This design comes from an exercise in tuning for small area, a short achievable clock period and few clock cycles on the open sky130 flow, not from production work. Function was checked by simulation only, so behaviour that the tests miss may differ from the original.

Design thermy_ck8, start of the top module:
module thermy_ck8 #(
    parameter WMAX = 32,
    parameter AW   = 5,
    parameter [7:0] PRE0 = 8'h51,
    parameter [7:0] PRE1 = 8'h78
) (
    input  wire        clk,
    input  wire        rst,
    input  wire        cmd_valid,
    output wire        cmd_ready,
    input  wire [31:0] cmd_data,
    output reg  [31:0] res,
    output reg         res_valid,
    output wire        out_valid,
    input  wire        out_ready,
    output wire [7:0]  out_data
);
    localparam [2:0] E_ILL = 3'd1, E_ENC = 3'd2, E_CFG = 3'd3, E_SEQ = 3'd4;
    localparam [7:0] OP_NOP = 8'h00, OP_SETCTRL = 8'h01, OP_SETW = 8'h02,
                     OP_SETA = 8'h03, OP_RDREG = 8'h04, OP_CLRERR = 8'h05,
                     OP_RSTRAS = 8'h06, OP_CKCLR = 8'h10, OP_CKUPD = 8'h11,
                     OP_CKRD = 8'h12, OP_FRBT = 8'h20, OP_FRBR = 8'h21,
                     OP_FRPUT = 8'h22, OP_FRI2B = 8'h23, OP_REVB = 8'h24,
                     OP_FCCLR = 8'h30, OP_FCPUT = 8'h31, OP_DQPIX = 8'h40,
                     OP_BPPIX = 8'h50;
    localparam [2:0] FC_IDLE = 3'd0, FC_BUSY = 3'd1, FC_OK = 3'd2, FC_BADPRE = 3'd3,
                     FC_BADTYPE = 3'd4, FC_BADCK = 3'd5, FC_BADTERM = 3'd6;
    localparam [3:0] P_P0 = 4'd0, P_P1 = 4'd1, P_CMD = 4'd2, P_TYPE = 4'd3,
                     P_L0 = 4'd4, P_L1 = 4'd5, P_PAY = 4'd6, P_CK = 4'd7,
                     P_TERM = 4'd8;
  ...
Size in the first run: roughly 890 flip-flops, about 79 I/O pins, ~50000 µm² of cells after synthesis.
clock: 20.0 ns
lec_check: 0
cap_margin: 20
core_margin: 2
core_utilization: 20
cts_cluster_diameter: 150
cts_cluster_size: 20
place_density: 0.3
slew_margin: 20
standard.sh (not shown) runs the stock make flow with config.mk's settings and CLKGATE_MAP_FILE= SYNTH_SCRIPT=/design/flow/synth_recipe.tcl, a recipe that flattens the netlist after the stock synthesis.
==> flow/flow/run.sh <==
#!/bin/bash
set -euo pipefail
bash standard.sh SETUP_SLACK_MARGIN=14.4 SKIP_GATE_CLONING=1 \
    "BUFFER_PORTS_ARGS=-buffer_cell sky130_fd_sc_hd__buf_4" finish > standard_make.log 2>&1
Testbench counts at the start, summed over its fixed seeds: cycles 10,576.
Rerun with:
==> flow/run.sh (new file) <==
#!/bin/bash
# synth_recipe.tcl (not shown) runs the flow's synth.tcl, then flattens the netlist and writes it again
# the make line also repeats each setting of config.mk as NAME=value (left out here)
make -C /OpenROAD-flow-scripts/flow DESIGN_CONFIG=/design/flow/config.mk WORK_HOME=/design/flow/orfs CLKGATE_MAP_FILE= SYNTH_SCRIPT=/design/flow/synth_recipe.tcl finish
--- a/flow/config.mk
+++ b/flow/config.mk
@@ -11 +11 @@
-export CTS_CLUSTER_DIAMETER = 150
+export CTS_BUF_LIST = sky130_fd_sc_hd__clkbuf_4 sky130_fd_sc_hd__clkbuf_8
removed: flow/flow/run.sh
removed: flow/standard.sh
Outcome:
- non-clock buffer count falls by 75
- cell area rises by 2.2%
Rerun with:
==> flow/flow/run.sh (new file) <==
#!/bin/bash
set -euo pipefail
bash standard.sh SETUP_SLACK_MARGIN=${MARGIN:-14.4} SKIP_GATE_CLONING=1 finish > standard_make.log 2>&1
==> flow/standard.sh (new file) <==
#!/bin/bash
# synth_recipe.tcl (not shown) runs the flow's synth.tcl, then flattens the netlist and writes it again
# the make line also repeats each setting of config.mk as NAME=value (left out here)
make -C /OpenROAD-flow-scripts/flow DESIGN_CONFIG=/design/flow/config.mk WORK_HOME=/design/flow/orfs CLKGATE_MAP_FILE= SYNTH_SCRIPT=/design/flow/synth_recipe.tcl "${@:-finish}"
--- a/flow/config.mk
+++ b/flow/config.mk
@@ -11,2 +10,0 @@
-export CTS_BUF_LIST = sky130_fd_sc_hd__clkbuf_4 sky130_fd_sc_hd__clkbuf_8
-export CTS_CLUSTER_SIZE = 20
removed: flow/run.sh
The new run went through all stages and came out clean.
Hold slack is worse by 8.5 ps.
Area after synthesis does not change.
Non-clock buffer count climbs by 46.

## what the ideal ports hide
How much do the figures lean on ideal ports? The routed layouts below were timed once more, with nothing changed but the port constraints.
Step 1 assumes that a clkbuf_16 drives the clock port and a buf_2 every other input.
Step 2 times the ports against the registers' clock, not the clock port: input delays grow and output delays shrink by t, the midpoint of the rising clock arrivals with the driver on.
Slacks: ideal ports / drivers / drivers and shift; pairs: ideal ports / drivers.
run	t, ns	slack for setup (ns)	worst hold slack (ns)
the first run	0.767	14.525 / 14.568 / 13.801	0.329 / 0.329 / 0.329
the second run	1.006	13.618 / 13.618 / 13.618	0.319 / 0.319 / 0.319
the third run	0.813	14.499 / 14.423 / 13.926	0.310 / 0.310 / 0.310
After both steps setup and hold are still met in every run listed. For the first run, which loses most, drivers alone change the setup slack by +0.043 ns; drivers and shift together by -0.724 ns.
